Context: an optimization exercise on an open-source flow, tuned for small area, a short achievable clock period and few clock cycles. The choices shown serve that exercise and are no tape-out recipe. Function was checked by simulation only, so behaviour that the tests miss may differ from the original. Power figures rest on the tool's default switching activity, not on a simulated workload.

[design/flow/flow/run.sh]
#!/bin/bash
set -euo pipefail
bash standard.sh finish SETUP_SLACK_MARGIN=7.5 > standard.log 2>&1
[design/flow/standard.sh]
#!/bin/bash
# synth_recipe.tcl (not shown) runs the flow's synth.tcl, then flattens the netlist and writes it again
# the make line also repeats each setting of config.mk as NAME=value (left out here)
make -C /OpenROAD-flow-scripts/flow DESIGN_CONFIG=/design/flow/config.mk WORK_HOME=/design/flow/orfs CLKGATE_MAP_FILE= SYNTH_SCRIPT=/design/flow/synth_recipe.tcl "${@:-finish}"
[design/flow/config.mk]
export PLATFORM = sky130hd
export DESIGN_NAME = gf2_isirr
export DESIGN_NICKNAME = gf2_isirr
export VERILOG_FILES = /design/flow/design.v
export SDC_FILE = /design/flow/constraint.sdc
export NUM_CORES = 8
export LEC_CHECK = 0
export CAP_MARGIN = 20
export CORE_MARGIN = 2
export CORE_UTILIZATION = 30
export PLACE_DENSITY = 0.5
export SLEW_MARGIN = 20
[design/flow/constraint.sdc]
create_clock -name core_clock -period 12.0 [get_ports {clk}]
set_input_delay 2.4000 -clock core_clock [delete_from_list [all_inputs] [get_ports {clk}]]
set_output_delay 2.4000 -clock core_clock [all_outputs]
set_load 0.01 [all_outputs]
[design/flow/design.v]
module gf2_isirr (
    input  wire        clk,
    input  wire        rst,
    input  wire        start,
    input  wire [63:0] f,
    input  wire [5:0]  n,
    output wire        busy,
    output reg         done,
    output reg         err,
    output reg         irr,
    output reg  [6:0]  missed
);
    localparam integer KD = 4;      
    localparam integer KL = 2;      
    localparam integer J  = 2;      
    localparam integer T  = 4;      
    localparam integer NQ = 64 / KD;
    localparam [3:0] S_IDLE  = 4'd0,
                     S_CHECK = 4'd1,
                     S_GCD0  = 4'd2,
                     S_DINIT = 4'd3,
                     S_LOOP  = 4'd5,
                     S_DIV   = 4'd6,
                     S_DEG   = 4'd7,
                     S_CNT   = 4'd8;
    reg [3:0]   st;
    reg         bsy;
    reg [63:0]  F;           
    reg [63:0]  A, B;        
    reg [127:0] W;           
    reg [5:0]   nr;          
    reg [7:0]   dl;          
    reg         g1r;         
    reg         gzr;         
    reg [5:0]   m;           
    reg [5:0]   kq;          
    reg [5:0]   cnt;         
    reg [5:0]   dd;          
    reg [5:0]   t;           
    reg [6:0]   r;           
    reg [KD-1:0] finv;       
    reg         wz;          
    assign busy = bsy;
    function [5:0] deg64;
        input [63:0] v;
        integer i;
        begin
            deg64 = 6'd0;
            for (i = 0; i < 64; i = i + 1)
                if (v[i]) deg64 = i[5:0];
        end
    endfunction
    wire [5:0] deg_f = deg64(F);
    localparam integer L  = J * T;
    localparam integer CO = J * T;
    localparam integer NC = 2 * CO + 1;
    reg [L-1:0] anl_n, bnl_n;
    reg [L-1:0] dxr;             
    reg [NC:0] lt;
    integer    li, lb;
    reg [8:0]  kv;
    reg        lres;
    always @* begin
        for (li = 0; li <= NC; li = li + 1) begin
            kv = li - CO;                   
            lres = 1'b0;
            for (lb = 0; lb < 8; lb = lb + 1) begin
                if ((lb == 7 ? ~kv[7] : kv[lb]) == 1'b1)
                    lres = (lb == 7 ? ~dl[7] : dl[lb]) ? lres : 1'b1;
                else
                    lres = (lb == 7 ? ~dl[7] : dl[lb]) ? 1'b0 : lres;
            end
            lt[li] = lres;
        end
    end
    localparam integer CW = NC + 1 + J * T + 2 * J;
    function [CW-1:0] chain;
        input [L-1:0]  a0;
        input [L-1:0]  b0;
        input [NC:0]   lt;
        reg [L-1:0]    na, nb, nbx;
        reg [J-1:0]    cx, csw;
        reg [J*T-1:0]  cs;
        reg            cneg, dneg;
        reg [NC-1:0]   ch, chn;
        reg [T-1:0]    s1h;
        integer        cj, ci, ck;
        begin
            na = a0; nb = b0;
            cneg = 1'b0;
            ch = {NC{1'b0}}; ch[CO] = 1'b1;
            cx = {J{1'b0}}; csw = {J{1'b0}}; cs = {(J*T){1'b0}};
            for (cj = 0; cj < J; cj = cj + 1) begin
                dneg = 1'b0;
                for (ck = 0; ck < NC; ck = ck + 1)
                    dneg = dneg | (ch[ck] & (cneg ? ~lt[ck + 1] : lt[2*CO - ck]));
                cx[cj]  = nb[0];
                csw[cj] = nb[0] & dneg;
                nbx = nb[0] ? (na ^ nb) : nb;
                if (csw[cj]) na = nb;
                s1h = {T{1'b0}};
                s1h[T-1] = 1'b1;
                for (ci = T - 1; ci >= 1; ci = ci - 1)
                    if (nbx[ci]) begin s1h = {T{1'b0}}; s1h[ci-1] = 1'b1; end
                cs[cj*T +: T] = s1h;
                nb = {L{1'b0}};
                for (ci = 1; ci <= T; ci = ci + 1)
                    nb = nb | ((nbx >> ci) & {L{s1h[ci-1]}});
                if (csw[cj]) begin
                    cneg = ~cneg;
                    for (ck = 0; ck < NC; ck = ck + 1)
                        chn[ck] = ch[NC - 1 - ck];
                    ch = chn;
                end
                chn = {NC{1'b0}};
                for (ci = 1; ci <= T; ci = ci + 1)
                    chn = chn | ((ch >> ci) & {NC{s1h[ci-1]}});
                ch = chn;
            end
            chain = {cneg, ch, cs, csw, cx};
        end
    endfunction
    wire [CW-1:0] chc = chain(~anl_n, ~bnl_n, lt);
    wire [CW-1:0] chd = chain(dxr ^ ~bnl_n, ~bnl_n, lt);
    wire [J-1:0]   cx   = chc[J-1:0];
    wire [J-1:0]   csw  = chc[2*J-1:J];
    wire [J*T-1:0] cs   = chc[2*J+J*T-1:2*J];
    wire [NC-1:0]  ch   = chd[2*J+J*T+NC-1:2*J+J*T];
    wire           cneg = chd[CW-1];
    reg [7:0] gd;
    reg [7:0] cand;
    integer   cb;
    always @* begin
        gd = 8'd0;
        for (cb = 0; cb < NC; cb = cb + 1) begin
            cand = dl + (cb - CO);
            gd = gd | (cand & {8{ch[cb] & ~cneg}});
            cand = (~dl) + (cb - CO + 1);
            gd = gd | (cand & {8{ch[cb] & cneg}});
        end
    end
    reg [63:0] ga, gb, gx;
    integer    gj, gk;
    always @* begin
        ga = A; gb = B;
        for (gj = 0; gj < J; gj = gj + 1) begin
            gx = gb ^ (ga & {64{(gj == 0) ? B[0] : cx[gj]}});
            if (csw[gj]) ga = gb;
            gb = 64'd0;
            for (gk = 1; gk <= T; gk = gk + 1)
                gb = gb | ((gx >> gk) & {64{cs[gj*T + gk - 1]}});
        end
    end
    reg [KD-1:0]   q;
    reg [KD+63:0]  qf;
    integer        mi, mj;
    always @* begin
        for (mi = 0; mi < KD; mi = mi + 1) begin
            q[mi] = 1'b0;
            for (mj = 0; mj <= mi; mj = mj + 1)
                q[mi] = q[mi] ^ (W[mj] & finv[mi - mj]);
        end
        qf = {(KD+64){1'b0}};
        for (mi = 0; mi < KD; mi = mi + 1)
            qf = qf ^ ({{KD{1'b0}}, F & {64{q[mi]}}} << mi);
    end
    wire [127:0] wx = W ^ {{(64-KD){1'b0}}, qf};
    wire [127:0] wm = {{KD{1'b0}}, wx[127:KD]};
    function [KD-1:0] inv_lo;
        input [KD-1:0] p;
        integer i, j;
        begin
            inv_lo = {KD{1'b0}};
            inv_lo[0] = 1'b1;
            for (i = 1; i < KD; i = i + 1)
                for (j = 1; j <= i; j = j + 1)
                    inv_lo[i] = inv_lo[i] ^ (p[j] & inv_lo[i - j]);
        end
    endfunction
    reg [127:0] sp;
    integer si;
    always @* begin
        sp = 128'd0;
        for (si = 0; si < 64; si = si + 1)
            sp[2*si] = W[si];
    end
    wire [6:0]  kq_of_m7 = ({1'b0, m} + KD - 1) >> KL;        
    wire [5:0]  kq_of_m  = kq_of_m7[5:0];
    wire [6:0]  kk       = {1'b0, kq} << KL;                  
    wire [5:0]  km1      = kk[5:0] - 6'd1;                    
    wire [63:0] onek     = 64'd1 << km1;                      
    wire [5:0]  m_n      = F[0] ? nr : nr - 6'd1;             
    wire [6:0]  kq_n7    = ({1'b0, m_n} + KD - 1) >> KL;
    wire [5:0]  kq_n     = kq_n7[5:0];
    wire [6:0]  kn7      = {1'b0, kq_n} << KL;
    wire [5:0]  kn1      = kn7[5:0] - 6'd1;                   
    wire [5:0]  dd1      = dd + 6'd1;
    wire        more     = ({dd1, 1'b0} <= {1'b0, m});        
    wire [6:0]  rfin     = r + {6'd0, (m != 6'd0)};
    wire        cz       = (cnt == 6'd0);
    wire        g1       = g1r | (A == 64'd1) | (B == 64'd1);
    wire        gz       = gzr | (B == 64'd0);
    wire        gfin     = g1 | gz;
    wire chk_err  = (nr == 6'd0) || (deg_f != nr);
    wire [63:0] fder = (F & 64'hAAAAAAAAAAAAAAAA) >> 1;       
    wire chk_red  = (fder == 64'd0) || (!F[0] && !F[1]);
    wire dinit_fin = (m_n < 6'd2);
    wire [6:0] dinit_r = (F[0] ? 7'd0 : 7'd1) + {6'd0, m_n != 6'd0};
    always @(posedge clk) begin
        if (rst) begin
            st     <= S_IDLE;
            bsy    <= 1'b0;
            done   <= 1'b0;
            err    <= 1'b0;
            irr    <= 1'b0;
            missed <= 7'd0;
        end else begin
            done <= 1'b0;
            case (st)
                S_IDLE: begin
                    if (start) begin
                        st  <= S_CHECK;
                        bsy <= 1'b1;
                    end
                end
                S_CHECK: begin
                    if (chk_err) begin
                        done <= 1'b1; err <= 1'b1; irr <= 1'b0; missed <= 7'd0;
                        st <= S_IDLE; bsy <= 1'b0;
                    end else if (chk_red) begin
                        done <= 1'b1; err <= 1'b0; irr <= 1'b0; missed <= 7'd0;
                        st <= S_IDLE; bsy <= 1'b0;
                    end else begin
                        st <= S_GCD0;
                    end
                end
                S_GCD0: begin
                    if (g1) begin
                        st <= S_DINIT;
                    end else if (gz) begin
                        done <= 1'b1; err <= 1'b0; irr <= 1'b0; missed <= 7'd0;
                        st <= S_IDLE; bsy <= 1'b0;
                    end
                end
                S_DINIT: begin
                    if (dinit_fin) begin
                        done <= 1'b1; err <= 1'b0;
                        irr    <= (dinit_r == 7'd1);
                        missed <= dinit_r;
                        st <= S_IDLE; bsy <= 1'b0;
                    end else begin
                        st <= S_LOOP;
                    end
                end
                S_LOOP: begin
                    if (g1 && !more) begin
                        done <= 1'b1; err <= 1'b0;
                        irr <= (rfin == 7'd1); missed <= rfin;
                        st <= S_IDLE; bsy <= 1'b0;
                    end else if (gfin && !g1 && cz) begin
                        st <= S_DIV;
                    end
                end
                S_DIV: begin
                    if (wz) st <= S_DEG;
                end
                S_DEG: st <= S_CNT;
                S_CNT: begin
                    if (t == dd) st <= S_LOOP;
                end
                default: begin
                    st <= S_IDLE; bsy <= 1'b0;
                end
            endcase
        end
    end
    reg [63:0] a_nx, b_nx;
    reg        ab_ld;
    always @* begin
        a_nx = A; b_nx = B; ab_ld = 1'b0;
        case (st)
            S_CHECK: begin
                ab_ld = 1'b1;
                a_nx  = F[0] ? F : fder;
                b_nx  = F[0] ? fder : F;
            end
            S_GCD0: begin
                a_nx = ga; b_nx = gb;
            end
            S_DINIT: begin
                ab_ld = 1'b1;
            end
            S_LOOP: begin
                if (g1 && cz) begin
                    ab_ld = 1'b1;
                    a_nx  = F;
                    b_nx  = W[63:0] ^ onek;
                end else if (gfin && !g1 && cz) begin
                    a_nx = W[63:0];
                end else begin
                    a_nx = ga; b_nx = gb;
                end
            end
            S_DIV: begin
                if (cnt[5:4] == 2'b00) b_nx[{cnt[3:0], 2'b00} +: KD] = q;
            end
            S_CNT: begin
                ab_ld = 1'b1;
            end
            default: ;
        endcase
    end
    always @(posedge clk) begin
        A     <= a_nx;
        B     <= b_nx;
        anl_n <= ~a_nx[L-1:0];
        bnl_n <= ~b_nx[L-1:0];
        dxr   <= a_nx[L-1:0] ^ b_nx[L-1:0];
        if (ab_ld) begin
            g1r <= 1'b0;
            gzr <= 1'b0;
        end else begin
            g1r <= g1;
            gzr <= gz;
        end
        case (st)
            S_IDLE: begin
                F  <= f;
                nr <= n;
            end
            S_CHECK: begin
                dl <= F[0] ? 8'hFF : 8'd1;
            end
            S_GCD0: begin
                dl <= gd;
            end
            S_DINIT: begin
                if (!F[0]) F <= F >> 1;
                finv <= inv_lo(F[0] ? F[KD-1:0] : F[KD:1]);
                m  <= m_n;
                r  <= F[0] ? 7'd0 : 7'd1;
                kq <= kq_n;
                dd <= 6'd0;
                W   <= 128'd1 << {kn1, 1'b0};
                cnt <= kq_n;
                g1r <= 1'b1;
            end
            S_LOOP: begin
                if (!cz) begin
                    W   <= wm;
                    cnt <= cnt - 6'd1;
                end
                if (g1 && cz) begin
                    dl  <= {1'b0, kk} - 8'd1 - {2'b0, m};
                    W   <= sp;
                    cnt <= kq;
                    dd  <= dd1;
                end else if (gfin && !g1 && cz) begin
                    W    <= {64'd0, F};
                    F    <= A;
                    finv <= inv_lo(A[KD-1:0]);
                    cnt  <= 6'd0;
                    wz   <= 1'b0;
                end else begin
                    dl <= gd;
                end
            end
            S_DIV: begin
                W   <= wm;
                cnt <= cnt + 6'd1;
                wz  <= (W[63:0] == 64'd0);
                if (wz) F <= B;
            end
            S_DEG: begin
                finv <= inv_lo(F[KD-1:0]);
                t  <= m - deg_f;
                m  <= deg_f;
            end
            S_CNT: begin
                r <= r + 7'd1;
                t <= t - dd;
                if (t == dd) begin
                    W   <= {64'd0, A};
                    cnt <= kq - kq_of_m;
                    kq  <= kq_of_m;
                    g1r <= 1'b1;
                end
            end
            default: ;
        endcase
    end
endmodule
==> run notes <==
==> layer usage <==
layer	global-route usage (%)	share of wire, %	vias up
met5	0.0392	0.035	-
met4	20.0	7.9	10
met3	8.89	14	711
met2	43.5	40	3291
met1	41.2	39	19060
li1	-	-	16592
==> cell usage in the layout (no fill, tap or decap), types with 55 or more instances in the layout <==
master,n
sky130_fd_sc_hd__xnor2_1,336
sky130_fd_sc_hd__nor4_1,75
sky130_fd_sc_hd__a22oi_1,114
sky130_fd_sc_hd__mux2i_1,119
sky130_fd_sc_hd__nand2_1,773
sky130_fd_sc_hd__nor3_1,79
sky130_fd_sc_hd__xor2_1,156
sky130_fd_sc_hd__clkdlybuf4s50_1,83
sky130_fd_sc_hd__nor2_1,335
sky130_fd_sc_hd__nand3_1,81
sky130_fd_sc_hd__o22ai_1,92
sky130_fd_sc_hd__a21oi_1,202
sky130_fd_sc_hd__buf_4,148
sky130_fd_sc_hd__inv_1,85
sky130_fd_sc_hd__a222oi_1,139
sky130_fd_sc_hd__ha_1,58
sky130_fd_sc_hd__clkbuf_16,55
sky130_fd_sc_hd__edfxtp_1,327
sky130_fd_sc_hd__o21ai_0,343
==> power groups by stage <==
stage	Clock, mW	Combinational [mW]	Sequential, mW
2_1_floorplan	0	2.77	1.64
3_3_place_gp	0	3.99	1.77
3_5_place_dp	0	3.97	1.77
4_1_cts	1.67	4.12	1.74
5_1_grt	1.72	4.62	1.75
6_report	1.67	4.45	1.75
==> what timing repair did <==
| item | CTS | global route |
|---|---|---|
| resized for setup | 49 | 53 |
| endpoints found under the hold margin | 0 | 0 |
| buffers inserted | 6 | 35 |
| gates cloned | 3 | 1 |
| setup endpoints to repair | 384 | 321 |
| pin swaps | 6 | 10 |
==> layout make-up <==
type                    instances  area share, %
flip-flops and latches        381           26.6
multi-input cells            3640           57.9
diodes                          2         0.0122
clock inverters                26          0.691
clock buffers                  68           3.51
repair buffers                254           5.44
inverters                      91          0.871
well taps                    1600           4.89
==> tightest hold or removal path, stage by stage (launching register included) <==
cell	delay (ps)
sky130_fd_sc_hd__dfxtp_1	310
sky130_fd_sc_hd__nand2_1	50
sky130_fd_sc_hd__o21ai_0	50
==> path summary, 6_finish.rpt <==
| kind | start | to | slack (ps) |
|---|---|---|---|
| worst min-delay path | irr | irr | 460 |
| worst max register to register | A[35] | dxr[1] | 7270 |
| worst min register to register | irr | irr | 460 |
| worst max-delay path | A[35] | dxr[1] | 7270 |
==> kinds of logic (layout without fill, tap and decap cells) <==
family          after synthesis  in the layout  share of synthesized area (%)
simple gates               1603           1604                           20.0
compound gates             1336           1338                           25.9
xor+xnor                    501            502                           12.3
buf+inv                     488            439                           5.39
flops                       381            381                           30.4
mux                         130            130                           3.66
fa+ha+maj                    66             66                           2.38
other cells                   0              2                              0
==> sequential cells by signal, summed over array words and instances, names as in the netlist, 8 cells and up <==
name   flops
A         64
W         96
B         64
F         64
dl         8
bnl_n      8
==> impl_metrics.prom <==
# TYPE chip_impl_metric gauge
chip_impl_info{name="status",value="complete, no violations"} 1
chip_impl_metric{name="route.final.wire_length",unit="um"} 197000
chip_impl_metric{name="max-vdd-ir-drop",unit="uV"} 172
chip_impl_metric{name="final_net_count",unit=""} 4558
chip_impl_metric{name="floorplan.die.height",unit="um"} 350
chip_impl_metric{name="grt_first_pass_wirelength",unit="um"} 277000
chip_impl_metric{name="dp_area",unit="sq um"} 38400
chip_impl_metric{name="replace_congestion",unit=""} 1.02
chip_impl_metric{name="synth_warnings",unit=""} 1
chip_impl_metric{name="period_share",unit="%"} 39.4
chip_impl_metric{name="hold_slack",unit="ps"} 464
chip_impl_metric{name="power.sequential.fraction",unit="%"} 22.2
chip_impl_metric{name="synth_seq_area_share",unit="%"} 30.4
chip_impl_info{name="timing.setup.critical_path_class",value="reg2reg"} 1
chip_impl_metric{name="tritoncts_buffer_count",unit=""} 51
chip_impl_metric{name="slew_headroom",unit="%"} 20.6
chip_impl_metric{name="clkSlewWorstSetupHoldPaths",unit="ps"} 70
chip_impl_metric{name="post_route_cell_area",unit="sq um"} 40900
chip_impl_metric{name="n_fill_cell",unit=""} 12510
chip_impl_info{name="synth_common_cells",value="sky130_fd_sc_hd__nand2_1, sky130_fd_sc_hd__o21ai_0, sky130_fd_sc_hd__nor2_1"} 1
chip_impl_metric{name="postSynthCellCount",unit=""} 4505
chip_impl_metric{name="tightestPinTransition",unit="ps"} 1180
chip_impl_metric{name="switch_share",unit="%"} 50.6
chip_impl_metric{name="place_worst_setup_slack",unit="ps"} 6480
chip_impl_metric{name="first_iter_violations",unit=""} 7414
chip_impl_metric{name="hold_violations",unit=""} 0
chip_impl_metric{name="total_power_draw",unit="mW"} 7.87
chip_impl_metric{name="fmaxAchievable",unit="GHz"} 0.211
chip_impl_metric{name="maxSlewViolCount",unit=""} 0
chip_impl_metric{name="via_count",unit=""} 39664
chip_impl_metric{name="avgSynthCellArea",unit="sq um"} 7.97
chip_impl_metric{name="utilization_of_the_core_after_routing",unit="%"} 34.6
chip_impl_metric{name="grt_max_degree",unit=""} 79
chip_impl_info{name="timing.critical_path.max_delay_family",value="simple AND/OR/NAND/NOR gates"} 1
chip_impl_metric{name="setup_violations",unit=""} 0
chip_impl_metric{name="initial_cell_density_of_the_core",unit="%"} 30.3
chip_impl_metric{name="post_synth_instance_area",unit="sq um"} 35900
chip_impl_info{name="worst_hold_check_path_type",value="reg2reg"} 1
chip_impl_info{name="synth.largest_area_cell",value="sky130_fd_sc_hd__edfxtp_1"} 1
chip_impl_metric{name="setup_slack",unit="ps"} 7270
chip_impl_metric{name="syn_to_final_growth",unit="%"} 14.0
chip_impl_info{name="crit_path_start_kind",value="flip-flop"} 1
chip_impl_metric{name="leakagePower",unit="nW"} 14.1
chip_impl_metric{name="critical_path_buf_inv_count",unit=""} 2
chip_impl_metric{name="syn_nets",unit=""} 4644
chip_impl_metric{name="ioPinCount",unit=""} 84
chip_impl_metric{name="internal_power",unit="mW"} 3.89
chip_impl_metric{name="clkLatencyLatePin",unit="ps"} 680
chip_impl_metric{name="port-buffer-count",unit=""} 83
chip_impl_metric{name="timing.critical_path.depth",unit=""} 13
chip_impl_metric{name="chipWidth",unit="um"} 350
chip_impl_metric{name="multi_input_area",unit="sq um"} 23700
chip_impl_metric{name="dieArea",unit="sq um"} 122000
chip_impl_info{name="path_cells",value="nor4_4 > nand4_1 > o41ai_4 > buf_4 > nor2_1 > o21a_1 > nand2b_4 > o21ai_4 > buf_4 > nand2_1 > a211oi_1 > nor2_1 > xnor2_1"} 1
chip_impl_metric{name="postSynth.asyncResetShare",unit="%"} 0
chip_impl_metric{name="core-area",unit="sq um"} 118000
chip_impl_metric{name="fin_worst_skew",unit="ps"} 53.5
chip_impl_metric{name="max_cap_viol_count",unit=""} 0
chip_impl_metric{name="yosys_register_bits",unit=""} 381
chip_impl_metric{name="drt-wirelength-per-cell",unit="um"} 32.5
chip_impl_metric{name="grt_antenna_before_repair",unit=""} 9
chip_impl_info{name="worst_setup_path_end_kind",value="flip-flop"} 1
chip_impl_metric{name="synth-edff-count",unit=""} 327
chip_impl_info{name="grt_setup_unrepaired",value="true"} 1
chip_impl_metric{name="drt-vias-per-instance",unit=""} 6.54
chip_impl_metric{name="cts_hold_buf",unit=""} 0
chip_impl_metric{name="path_max_fanout",unit=""} 17
chip_impl_metric{name="pwr-share-comb",unit="%"} 56.5
chip_impl_metric{name="required",unit="ps"} 12520
chip_impl_info{name="yosysMostFrequentCell",value="sky130_fd_sc_hd__nand2_1"} 1
chip_impl_metric{name="post-route-drc-count",unit=""} 0
chip_impl_metric{name="cts_buffer_depth",unit=""} 3
chip_impl_info{name="cts_tree",value="yes"} 1
chip_impl_metric{name="number_of_stages_on_the_worst_hold_path",unit=""} 2
chip_impl_metric{name="cts.sinks",unit=""} 381
chip_impl_metric{name="worst-r2r-cell-count",unit=""} 13
chip_impl_info{name="crit_slowest_cell",value="sky130_fd_sc_hd__nand4_1"} 1
chip_impl_metric{name="placedCellCount",unit=""} 5919
chip_impl_metric{name="p_per_area",unit="nW/um^2"} 192
chip_impl_metric{name="ant_nets",unit=""} 0
chip_impl_metric{name="fp-row-count",unit=""} 126
chip_impl_metric{name="synth_cell_types",unit=""} 109
chip_impl_metric{name="final_layout_size_suffix_gt1_share",unit="%"} 8.88
chip_impl_metric{name="grt-ovfl-total",unit=""} 0
chip_impl_metric{name="first_pass_iters",unit=""} 13
chip_impl_metric{name="globalRouteTotalUtil",unit="%"} 31.0
chip_impl_metric{name="seq_area",unit="sq um"} 10900
chip_impl_metric{name="first_global_vias",unit=""} 36049
chip_impl_metric{name="h_tree_depth",unit=""} 2
chip_impl_info{name="synth_area_leaders",value="sky130_fd_sc_hd__edfxtp_1, sky130_fd_sc_hd__xnor2_1, sky130_fd_sc_hd__nand2_1"} 1
chip_impl_info{name="cts_root_buffer",value="sky130_fd_sc_hd__clkbuf_16"} 1
chip_impl_metric{name="area_share_of_the_largest_cell_type_after_synthesis",unit="%"} 27.4
chip_impl_metric{name="period_minus_slack",unit="ps"} 4730
chip_impl_metric{name="final_cells",unit=""} 6062
chip_impl_metric{name="net-switching-power",unit="mW"} 3.98
chip_impl_metric{name="setup_total_negative_slack",unit="ps"} 0
chip_impl_metric{name="hpwl",unit="um"} 133000
chip_impl_metric{name="worst-endpoint-arrival",unit="ps"} 5250
chip_impl_metric{name="power_frac_clock",unit="%"} 21.2
chip_impl_metric{name="critical-path-max-stage-delay",unit="ps"} 620
chip_impl_info{name="ys_dominant_reg_cell",value="sky130_fd_sc_hd__edfxtp_1"} 1
Testbench counts, summed over its fixed seeds: cycles 58,862.

==> re-timing with driven ports <==
How much do the figures lean on ideal ports? The routed layout below was timed once more, with nothing changed but the port constraints.
Step 1 sets driving cells, clkbuf_16 on the clock port and buf_2 on the other inputs (assumed; they add their load-dependent delay and slew).
Step 2, shift: input delay + t, output delay - t, t = (earliest + latest rising clock arrival at the registers) / 2. This alone moves slack from input paths to output paths.
a / b / c = no drivers / after step 1 / after step 2; a / b = the first two.
t, ns: 0.730
setup slack, ns: 7.267 / 7.267 / 7.267
worst hold slack (ns): 0.464 / 0.464 / 0.464
cell pins on the clock port's net: 1
After both steps this run still meets setup and hold. For this run, drivers alone change the setup slack by 0.000 ns; drivers and shift together by 0.000 ns.
